Source: an optimization exercise on an open RTL-to-GDS flow (aim: small area, a short achievable clock period and few clock cycles). Production flows keep margins and buffers that such runs may drop. Function was checked by simulation only, so behaviour that the tests miss may differ from the original. Power and IR drop assume default switching activity.

**flow/config.mk**
```make
export PLATFORM = sky130hd
export DESIGN_NAME = hash_engine
export DESIGN_NICKNAME = hash_engine
export VERILOG_FILES = /design/flow/design.v
export SDC_FILE = /design/flow/constraint.sdc
export NUM_CORES = 8
export LEC_CHECK = 0
export CAP_MARGIN = 20
export CORE_MARGIN = 2
export CORE_UTILIZATION = 20
export SLEW_MARGIN = 20
```
**flow/constraint.sdc**
```tcl
create_clock -name core_clock -period 18.0 [get_ports {clk}]
set_input_delay 3.6000 -clock core_clock [delete_from_list [all_inputs] [get_ports {clk}]]
set_output_delay 3.6000 -clock core_clock [all_outputs]
set_load 0.01 [all_outputs]
```
**flow/design.v**
```verilog
module he_div64 (
    input  wire        clk,
    input  wire        rst,
    input  wire        start,
    input  wire [63:0] dividend,
    input  wire [63:0] divisor,
    output reg         done,
    output reg  [63:0] quotient,
    output reg  [63:0] remainder
);
    reg        busy;
    reg [6:0]  cnt;
    reg [63:0] d;
    wire [64:0] r_sh  = {remainder, quotient[63]};
    wire        fits  = r_sh >= {1'b0, d};
    wire [64:0] r_sub = r_sh - {1'b0, d};
    always @(posedge clk) begin
        if (rst) begin
            busy <= 1'b0;
            done <= 1'b0;
        end else begin
            done <= 1'b0;
            if (start) begin
                quotient  <= dividend;
                remainder <= 64'd0;
                d         <= divisor;
                cnt       <= 7'd0;
                busy      <= 1'b1;
            end else if (busy) begin
                remainder <= fits ? r_sub[63:0] : r_sh[63:0];
                quotient  <= {quotient[62:0], fits};
                cnt       <= cnt + 7'd1;
                if (cnt == 7'd63) begin
                    busy <= 1'b0;
                    done <= 1'b1;
                end
            end
        end
    end
endmodule
module he_isqrt44 (
    input  wire        clk,
    input  wire        rst,
    input  wire        start,
    input  wire [43:0] radicand,
    output reg         done,
    output reg  [21:0] root
);
    reg        busy;
    reg [4:0]  cnt;
    reg [43:0] x;
    reg [25:0] rem;
    wire [25:0] rem_sh = {rem[23:0], x[43:42]};
    wire [25:0] trial  = {2'b00, root, 2'b01};
    wire        fits   = rem_sh >= trial;
    always @(posedge clk) begin
        if (rst) begin
            busy <= 1'b0;
            done <= 1'b0;
        end else begin
            done <= 1'b0;
            if (start) begin
                x    <= radicand;
                rem  <= 26'd0;
                root <= 22'd0;
                cnt  <= 5'd0;
                busy <= 1'b1;
            end else if (busy) begin
                x    <= {x[41:0], 2'b00};
                rem  <= fits ? rem_sh - trial : rem_sh;
                root <= {root[20:0], fits};
                cnt  <= cnt + 5'd1;
                if (cnt == 5'd21) begin
                    busy <= 1'b0;
                    done <= 1'b1;
                end
            end
        end
    end
endmodule
module hash_engine (
    input  wire        clk,
    input  wire        rst,
    input  wire        cmd_valid,
    output wire        cmd_ready,
    input  wire [15:0] cmd_word,
    output reg         rsp_valid,
    input  wire        rsp_ready,
    output reg  [2:0]  rsp_code,
    output reg  [63:0] rsp_data
);
    localparam [3:0] OP_NOP = 4'h0, OP_START = 4'h1, OP_PUSH = 4'h2, OP_FIN = 4'h3,
                     OP_RDB = 4'h4, OP_RDR = 4'h5, OP_SRST = 4'hF;
    localparam [2:0] C_OK = 3'd0, C_ILLEGAL = 3'd1, C_PHASE = 3'd2,
                     C_INDEX = 3'd3, C_NOTVALID = 3'd4;
    localparam [63:0] K_GOLD = 64'h9E3779B97F4A7C15;
    localparam [63:0] K_M1   = 64'hFF51AFD7ED558CCD;
    localparam [63:0] K_M2   = 64'hC4CEB9FE1A85EC53;
    localparam [3:0] S_IDLE  = 4'd0,  S_DIG   = 4'd1,  S_DIVC  = 4'd2,  S_DIVB = 4'd3,
                     S_DIVA  = 4'd4,  S_MULBB = 4'd5,  S_MULAC = 4'd6,  S_BASE = 4'd7,
                     S_SQRT  = 4'd8,  S_DIVQ  = 4'd9,  S_FOLD  = 4'd10, S_MIX0 = 4'd11,
                     S_MIX1  = 4'd12, S_MIX2  = 4'd13;
    reg [63:0] acc, dig, ca, cb, cc, scr, mix;
    reg        act, dv, ovf, az;
    reg [2:0]  err;
    reg [3:0]  state;
    reg [2:0]  divv;        
    reg [3:0]  remv;        
    reg [63:0] q1;          
    reg [63:0] bb;          
    reg [63:0] delta;       
    reg [63:0] bq;          
    reg [63:0] sq;          
    reg [63:0] h;           
    reg        sub_run;     
    wire [63:0] stat_word = {57'd0, err, az, ovf, dv, act};
    wire [3:0] op  = cmd_word[15:12];
    wire [3:0] rsv = cmd_word[11:8];
    wire [7:0] arg = cmd_word[7:0];
    wire fmt_z    = (op == OP_NOP) || (op == OP_START) || (op == OP_FIN) || (op == OP_SRST);
    wire fmt_b    = (op == OP_PUSH) || (op == OP_RDB) || (op == OP_RDR);
    wire illegal  = (rsv != 4'd0) || !(fmt_z || fmt_b) || (fmt_z && arg != 8'd0);
    assign cmd_ready = (state == S_IDLE) && !rsp_valid;
    wire take = cmd_valid && cmd_ready;
    wire [9:0]  slot_mult = (arg < 8'd10) ? 10'd10 : (arg < 8'd100) ? 10'd100 : 10'd1000;
    wire [73:0] push_exact = acc * slot_mult + {66'd0, arg};
    function [7:0] hexdigit(input [3:0] v);
        hexdigit = (v < 4'd10) ? (8'h30 + {4'd0, v}) : (8'h61 + {4'd0, v} - 8'd10);
    endfunction
    wire [3:0] nib = mix[63 - 4 * arg[3:0] -: 4];
    wire [7:0] obuf_byte = (arg == 8'd16) ? 8'h00 : hexdigit(nib);
    reg [63:0] rdr_value;
    always @(*) begin
        case (arg[2:0])
            3'd0: rdr_value = acc;
            3'd1: rdr_value = dig;
            3'd2: rdr_value = ca;
            3'd3: rdr_value = cb;
            3'd4: rdr_value = cc;
            3'd5: rdr_value = scr;
            3'd6: rdr_value = mix;
            default: rdr_value = stat_word;
        endcase
    end
    function [63:0] pow10(input [4:0] k);
        case (k)
            5'd0:  pow10 = 64'd1;
            5'd1:  pow10 = 64'd10;
            5'd2:  pow10 = 64'd100;
            5'd3:  pow10 = 64'd1000;
            5'd4:  pow10 = 64'd10000;
            5'd5:  pow10 = 64'd100000;
            5'd6:  pow10 = 64'd1000000;
            5'd7:  pow10 = 64'd10000000;
            5'd8:  pow10 = 64'd100000000;
            5'd9:  pow10 = 64'd1000000000;
            5'd10: pow10 = 64'd10000000000;
            5'd11: pow10 = 64'd100000000000;
            5'd12: pow10 = 64'd1000000000000;
            5'd13: pow10 = 64'd10000000000000;
            5'd14: pow10 = 64'd100000000000000;
            5'd15: pow10 = 64'd1000000000000000;
            5'd16: pow10 = 64'd10000000000000000;
            5'd17: pow10 = 64'd100000000000000000;
            5'd18: pow10 = 64'd1000000000000000000;
            default: pow10 = 64'd10000000000000000000;
        endcase
    endfunction
    reg [4:0] ndig;
    integer k;
    always @(*) begin
        ndig = 5'd1;
        for (k = 1; k <= 19; k = k + 1)
            if (acc >= pow10(k[4:0])) ndig = ndig + 5'd1;
    end
    wire [4:0] ndig_div3 = ndig / 5'd3;
    wire [4:0] ndig_rem  = ndig - 5'd2 * ndig_div3;
    wire [63:0] a_prime = (ca == 64'd0) ? 64'd1 : ca;
    wire [63:0] two_a   = {a_prime[62:0], 1'b0};
    reg  [63:0] div_n, div_d;
    wire        div_done;
    wire [63:0] div_q, div_r;
    wire        div_state = (state == S_DIVC) || (state == S_DIVB) || (state == S_DIVA) ||
                            (state == S_BASE) || (state == S_DIVQ);
    wire        div_start = div_state && !sub_run;
    always @(*) begin
        case (state)
            S_DIVC:  begin div_n = acc; div_d = pow10({2'b00, divv}); end
            S_DIVB:  begin div_n = q1;  div_d = pow10({2'b00, divv}); end
            S_DIVA:  begin div_n = acc; div_d = pow10({2'b00, divv} + {1'b0, remv}); end
            S_BASE:  begin div_n = cb;  div_d = two_a; end
            default: begin div_n = sq;  div_d = two_a; end
        endcase
    end
    he_div64 u_div (
        .clk(clk), .rst(rst), .start(div_start), .dividend(div_n), .divisor(div_d),
        .done(div_done), .quotient(div_q), .remainder(div_r)
    );
    wire [63:0] delta_abs = delta[63] ? (64'd0 - delta) : delta;
    wire        sqrt_start = (state == S_SQRT) && !sub_run;
    wire        sqrt_done;
    wire [21:0] sqrt_root;
    he_isqrt44 u_sqrt (
        .clk(clk), .rst(rst), .start(sqrt_start), .radicand(delta_abs[43:0]),
        .done(sqrt_done), .root(sqrt_root)
    );
    wire signed [63:0] base_s = -$signed(bq);
    wire signed [63:0] q_s    = $signed(div_q);
    wire signed [63:0] r1     = base_s + q_s;
    wire signed [63:0] r2     = base_s - q_s;
    wire signed [63:0] lo_s   = (r1 < r2) ? r1 : r2;
    wire signed [63:0] hi_s   = (r1 < r2) ? r2 : r1;
    reg  signed [63:0] real_s, imag_s;
    wire [63:0] real_abs = real_s[63] ? (64'd0 - real_s) : real_s;
    wire [63:0] imag_abs = imag_s[63] ? (64'd0 - imag_s) : imag_s;
    reg  [63:0] mul_a, mul_b;
    wire [63:0] mul_p = mul_a * mul_b;
    always @(*) begin
        case (state)
            S_MULBB: begin mul_a = cb;       mul_b = cb; end
            S_MULAC: begin mul_a = a_prime;  mul_b = cc; end
            S_FOLD:  begin mul_a = real_abs; mul_b = 64'd1000000; end
            S_MIX0:  begin mul_a = scr;      mul_b = K_GOLD; end
            S_MIX1:  begin mul_a = h;        mul_b = K_M1; end
            default: begin mul_a = h;        mul_b = K_M2; end
        endcase
    end
    wire [63:0] h0 = acc ^ mul_p;
    wire [63:0] hm = mul_p ^ (mul_p >> 33);
    always @(posedge clk) begin
        if (rst) begin
            acc <= 64'd0; dig <= 64'd0; ca <= 64'd0; cb <= 64'd0; cc <= 64'd0;
            scr <= 64'd0; mix <= 64'd0;
            act <= 1'b0; dv <= 1'b0; ovf <= 1'b0; az <= 1'b0; err <= 3'd0;
            state <= S_IDLE;
            sub_run <= 1'b0;
            rsp_valid <= 1'b0;
            rsp_code <= 3'd0;
            rsp_data <= 64'd0;
        end else begin
            if (rsp_valid && rsp_ready)
                rsp_valid <= 1'b0;
            case (state)
            S_IDLE: if (take) begin
                rsp_data <= 64'd0;
                if (illegal) begin
                    rsp_valid <= 1'b1;
                    rsp_code  <= C_ILLEGAL;
                    if (err == 3'd0) err <= C_ILLEGAL;
                end else begin
                    case (op)
                    OP_NOP: begin
                        rsp_valid <= 1'b1;
                        rsp_code  <= C_OK;
                    end
                    OP_START: begin
                        acc <= 64'd0;
                        ovf <= 1'b0;
                        act <= 1'b1;
                        rsp_valid <= 1'b1;
                        rsp_code  <= C_OK;
                    end
                    OP_PUSH: begin
                        rsp_valid <= 1'b1;
                        if (!act) begin
                            rsp_code <= C_PHASE;
                            if (err == 3'd0) err <= C_PHASE;
                        end else begin
                            rsp_code <= C_OK;
                            acc <= push_exact[63:0];
                            if (push_exact[73:64] != 10'd0) ovf <= 1'b1;
                        end
                    end
                    OP_FIN: begin
                        if (!act) begin
                            rsp_valid <= 1'b1;
                            rsp_code  <= C_PHASE;
                            if (err == 3'd0) err <= C_PHASE;
                        end else begin
                            state <= S_DIG;
                        end
                    end
                    OP_RDB: begin
                        rsp_valid <= 1'b1;
                        if (arg > 8'd16) begin
                            rsp_code <= C_INDEX;
                            if (err == 3'd0) err <= C_INDEX;
                        end else if (!dv) begin
                            rsp_code <= C_NOTVALID;
                            if (err == 3'd0) err <= C_NOTVALID;
                        end else begin
                            rsp_code <= C_OK;
                            rsp_data <= {56'd0, obuf_byte};
                        end
                    end
                    OP_RDR: begin
                        rsp_valid <= 1'b1;
                        if (arg > 8'd7) begin
                            rsp_code <= C_INDEX;
                            if (err == 3'd0) err <= C_INDEX;
                        end else if (!dv && arg != 8'd0 && arg != 8'd7) begin
                            rsp_code <= C_NOTVALID;
                            if (err == 3'd0) err <= C_NOTVALID;
                        end else begin
                            rsp_code <= C_OK;
                            rsp_data <= rdr_value;
                        end
                    end
                    default: begin  
                        acc <= 64'd0; dig <= 64'd0; ca <= 64'd0; cb <= 64'd0; cc <= 64'd0;
                        scr <= 64'd0; mix <= 64'd0;
                        act <= 1'b0; dv <= 1'b0; ovf <= 1'b0; az <= 1'b0; err <= 3'd0;
                        rsp_valid <= 1'b1;
                        rsp_code  <= C_OK;
                    end
                    endcase
                end
            end
            S_DIG: begin
                dig   <= {59'd0, ndig};
                divv  <= ndig_div3[2:0];
                remv  <= ndig_rem[3:0];
                state <= S_DIVC;
            end
            S_DIVC, S_DIVB, S_DIVA, S_BASE, S_DIVQ: begin
                if (!sub_run) begin
                    sub_run <= 1'b1;
                end else if (div_done) begin
                    sub_run <= 1'b0;
                    case (state)
                    S_DIVC: begin q1 <= div_q; cc <= div_r; state <= S_DIVB; end
                    S_DIVB: begin cb <= div_r; state <= S_DIVA; end
                    S_DIVA: begin ca <= div_q; state <= S_MULBB; end
                    S_BASE: begin bq <= div_q; state <= S_SQRT; end
                    default: begin
                        real_s <= lo_s;
                        imag_s <= hi_s;
                        state  <= S_FOLD;
                    end
                    endcase
                end
            end
            S_MULBB: begin
                bb    <= mul_p;
                state <= S_MULAC;
            end
            S_MULAC: begin
                delta <= bb - {mul_p[61:0], 2'b00};
                state <= S_BASE;
            end
            S_SQRT: begin
                if (!sub_run) begin
                    sub_run <= 1'b1;
                end else if (sqrt_done) begin
                    sub_run <= 1'b0;
                    sq <= {42'd0, sqrt_root};
                    if (delta[63]) begin
                        real_s <= base_s;
                        imag_s <= $signed({42'd0, sqrt_root});
                        state  <= S_FOLD;
                    end else begin
                        state <= S_DIVQ;
                    end
                end
            end
            S_FOLD: begin
                scr   <= mul_p + imag_abs;
                state <= S_MIX0;
            end
            S_MIX0: begin
                h     <= h0 ^ (h0 >> 33);
                state <= S_MIX1;
            end
            S_MIX1: begin
                h     <= hm;
                state <= S_MIX2;
            end
            S_MIX2: begin
                mix <= hm;
                az  <= (ca == 64'd0);
                dv  <= 1'b1;
                act <= 1'b0;
                rsp_valid <= 1'b1;
                rsp_code  <= C_OK;
                rsp_data  <= 64'd0;
                state <= S_IDLE;
            end
            default: state <= S_IDLE;
            endcase
        end
    end
endmodule
```
**flow/run.sh**
```bash
#!/bin/bash
# synth_recipe.tcl (not shown) runs the flow's synth.tcl, then flattens the netlist and writes it again
# the make line also repeats each setting of config.mk as NAME=value (left out here)
make -C /OpenROAD-flow-scripts/flow DESIGN_CONFIG=/design/flow/config.mk WORK_HOME=/design/flow/orfs CLKGATE_MAP_FILE= SYNTH_SCRIPT=/design/flow/synth_recipe.tcl finish
```
==> run summary <==
- Final setup fails: 0
- CTS Buf Count: 156
- Area Growth Syn to Fin: 12.9%
- Lkg Pwr: 75.3 nW
- Fillers: 84270
- Max-slew headroom: 0.107
- Endpoint type of the worst setup path: register
- Comb pwr share: 0.147
- Max Clk Rate: between 50 and 60 MHz
- Cell Int Power: 5.18 mW
- Met3 usage: 0.0749
- Syn Area/Cell: 8.93 µm²
- Max VDD drop: about 0.078 mV
- Post-Place Cells: between 20000 and 30000
- FF-to-FF Start: real_s[7]$_DFFE_PP_
- Num ports: 89
- Post-DP HPWL: 580000 µm
- Capturing point of the worst reg2reg path: scr[63]$_SDFFE_PP0P_
- Slowest stage delay, CP: between 1 and 1.5 ns
- Slew Viols, Final: 0
- Post-Synthesis Cells: 17440
- Crit path max fanout: 14
- CTS Hold Bufs: 0
- Width of the chip: 887 µm
- GRT Resource Usage Total: 0.183
- R2R depth: 47
- Crit path max-delay cell type: o21a_1
- H-tree Lvls: 4
- Non-Filler Instances: 27680
- Share of layout cells above drive strength 1: 0.0608
- Arrival @ worst endpoint: 17.65 ns
- Synthesized Nets: 20672
- Post-CTS resize count: 0
- Worst hold start: bb[0]$_DFFE_PP_
- Clk_skew: 0.0818 ns
- DP Worst Slack: 1.78 ns
- RSZ-0062 raised after global routing: false
- Overall Power: roughly 7.4 mW
- Ys flop type: edfxtp_1
- Max capacitance violation total: 0
- CTS tree: done
- Tcrit/Tclk final: 0.940
- Global-route wire length before repair: 1040000 µm
- Most numerous cell on the critical path: fa_1
- Critical path required time: 18.74 ns
- Seq pwr share: 0.415
- Worst path depth: 47
- Grt met2 use: 0.262
- Post-CTS setup repair buffer count: 0
- Vias per cell: about 5
- Most common cell after layout, fill and taps aside: nand2_1
- Final worst path period need: around 17 ns
- Switching share of total power: 0.297
- Worst Hold Class: reg2reg
- YS warnings: 3
- Iteration-0 DRC Markers: 19261
- Starting Density: 0.200
- Status: no timing/DRC/antenna violations
- Cell Area, Synth: ~160000 µm²
- Most frequent cells in the layout: nand2_1, inv_1, fa_1
- Area of the multi-input gates: roughly 110000 µm²
- Unique masters post-synth: 116
- Count of buffers from port buffering: 88
- Tightest Pin Transition: 1.34 ns
- Flop-to-flop setup slack: 1.09 ns
- Antenna violations before repair: between 100 and 150
- PwrDens: around 42 nW/µm²
- Hold Crit Depth: 0
- CTS Sinks: 1241
- Final nets: 20435
- Die area: 786000 µm²
- CP delay by family, top: adder cells
- Core ar.: 777000 µm²
- Remaining Overflow, GRT: 0
- Root Buffer: clkbuf_16
- DIE HEIGHT: 887 µm
- Crit path buf inv count: 3
- Setup TNS: 0 ns
- Met1 Resource Use GR: 0.222
- WL/cell: 26.8 µm
- Crit Path Category: reg2reg
- Antenna viol nets, final: 0
- Post-synthesis sequential area ratio: 0.208
- Pre-antenna DRT Iters: 15
- WHS Endpoint: delta[0]$_DFFE_PP_
- Setup ws final: 1.09 ns
- Largest net degree at the start of global routing: 138
- Clock network fraction of design power: 0.438
- Post-synth EDFFs: about 750
- Final Hold Viols: 0
- Gpl congestion: 1.06
- Wirelength, routed: 740000 µm
- Latest clock arrival within the worst-skew pair: between 0.8 and 0.9 ns
- CP Launch Type: register
- FF+latch count, synth: between 1000 and 1500
- Gr busiest metal: met2
- Core Rows: 324
- Vias in the first global route: 134919
- Via Count: 138224
- Clock-pin slew on the worst setup and hold paths: about 0.06 ns
- Register area: 32400 µm²
- Async S/R FF share, synth: 0
- Sw Pwr: around 2.2 mW
- Clock Tree Buf Depth: 4
- Drt drc: 0
==> stage by stage <==
| stage | utilization | hold WS (ns) | instance area [µm²] |
|---|---|---|---|
| final | 0.226 | 0.424 | 176000 |
| after global placement | 0.219 | 0.416 | 171000 |
| after detailed placement | 0.220 | 0.420 | 171000 |
| after CTS | 0.226 | 0.432 | 176000 |
| after global routing | 0.226 | 0.429 | 176000 |
| after floorplan | - | 0.400 | 156000 |
==> kinds of logic (layout without fill, tap and decap cells) <==
family                   count (synthesis)  after routing  share of synthesized area
AND/OR/NAND/NOR                       5607           5607                      0.157
buffers and inverters                 3362           3241                     0.0811
adder cells (fa/ha/maj)               3213           3213                      0.365
AO/OA/AOI/OAI                         2987           2987                      0.127
flip-flops                            1241           1241                      0.208
XOR/XNOR                               907            907                     0.0523
multiplexers                           123            123                    0.00940
other                                    0             92                          0
==> registers in the layout, indices dropped and copies added, names as in the netlist, 7 cells and up, named ones only <==
signal,cells
acc,64
bb,64
bq,64
ca,64
cb,64
cc,64
h,64
imag_s,64
mix,64
q1,64
real_s,64
rsp_data,64
scr,64
u_div.d,64
u_div.quotient,64
u_div.remainder,64
delta,45
u_sqrt.x,44
u_sqrt.rem,24
sq,22
u_sqrt.root,22
u_div.cnt,7
==> power groups by stage <==
| stage | Combinational (mW) | Clock, mW | Sequential, mW |
|---|---|---|---|
| 2_1_floorplan | 0.593 | 0 | 3.10 |
| 3_3_place_gp | 1.02 | 0 | 3.12 |
| 3_5_place_dp | 1.02 | 0 | 3.12 |
| 4_1_cts | 1.03 | 3.22 | 3.06 |
| 5_1_grt | 1.11 | 3.33 | 3.06 |
| 6_report | 1.08 | 3.22 | 3.06 |
==> how the worst max path moves through the flow <==
stage | endpoint | slack (ns) | startpoint
finish | scr[63]$_SDFFE_PP0P_ | 1.09 | real_s[7]$_DFFE_PP_
detailed placement | remv[3]$_DFFE_PP_ | 1.78 | acc[36]$_SDFFE_PP0P_
floorplan | remv[3]$_DFFE_PP_ | 3.06 | acc[36]$_SDFFE_PP0P_
global placement | remv[3]$_DFFE_PP_ | 1.13 | acc[61]$_SDFFE_PP0P_
global route | remv[3]$_DFFE_PP_ | 0.52 | acc[61]$_SDFFE_PP0P_
CTS | remv[3]$_DFFE_PP_ | 1.76 | acc[36]$_SDFFE_PP0P_
==> area by class of cell <==
cell class,count,area share
repair buffers,631,0.0288
diodes,92,0.00131
clock inverters,74,0.00418
inverters,2336,0.0498
flip-flops and latches,1241,0.184
multi-input cells,12837,0.635
clock buffers,200,0.0240
well taps,10269,0.0730
==> cells in the mapped netlist, types with 15 or more instances <==
library cell | instances | area (µm²)
or3_1 | 66 | 413
or4_1 | 46 | 345
edfxtp_1 | 752 | 22600
o22a_1 | 26 | 228
clkbuf_1 | 931 | 3490
and3_1 | 135 | 845
nor3_1 | 182 | 911
inv_1 | 2332 | 8750
a31oi_1 | 94 | 588
o21a_1 | 110 | 826
nand4_1 | 72 | 450
o21ai_0 | 438 | 2190
nand2b_1 | 117 | 732
nor2_1 | 1400 | 5260
o22ai_1 | 100 | 626
mux4_2 | 15 | 338
and2_1 | 227 | 1420
o41ai_1 | 25 | 219
or2_2 | 32 | 200
a21oi_1 | 855 | 4280
a221o_1 | 30 | 300
xor2_1 | 256 | 2240
o31ai_1 | 87 | 653
a211oi_1 | 61 | 458
nand3_1 | 399 | 2000
ha_1 | 998 | 12500
o21bai_1 | 78 | 586
a221oi_1 | 40 | 350
nor4_1 | 83 | 519
a21o_1 | 200 | 1500
o21ai_1 | 23 | 115
a22oi_1 | 291 | 2180
a21boi_0 | 33 | 248
dfxtp_1 | 489 | 9790
o211ai_1 | 122 | 916
fa_1 | 2214 | 44300
a211o_1 | 31 | 272
buf_1 | 93 | 349
mux2i_1 | 90 | 901
nand2_1 | 2651 | 9950
xnor2_1 | 634 | 5550
a22o_1 | 33 | 289
a222oi_1 | 169 | 1690
nor2b_1 | 108 | 676
==> routing by layer <==
layer | vias to the layer above | part of all wire | wire length [µm]
li1 | 57015 | - | -
met1 | 69449 | 0.37 | 275000
met2 | 9363 | 0.41 | 301000
met3 | 2346 | 0.13 | 99700
met4 | 51 | 0.086 | 64000
met5 | - | 0.0013 | 930
Testbench counts, summed over its fixed seeds: cycles 130,988.

-- afterwards: timing with drivers on the ports --
The flow's constraints put no driver on any port. The routed layout listed below was extracted and timed again, unchanged, in two steps.
Step 1: set_driving_cell puts a clkbuf_16 on clk and a buf_2 on each other input, an assumption about the parent block.
Step 2 adds t to the input delays and takes it off the output delays; t is the mean of the earliest and latest rising clock arrival at the registers after step 1. Input paths then give back, and output paths get back, about the clock's delay inside the block.
a / b / c = no drivers / after step 1 / after step 2; a / b = the first two.
t, ns: 0.963
setup slack, ns: 1.089 / 1.089 / 1.089
worst setup path after step 2: register to register
clock arrival spread, ns: 0.086 / 0.086
worst slew at a driven data input, ns: 0.11
After both steps this run still meets setup and hold. The setup slack of this run moves by 0.000 ns with the drivers and by 0.000 ns with both steps.
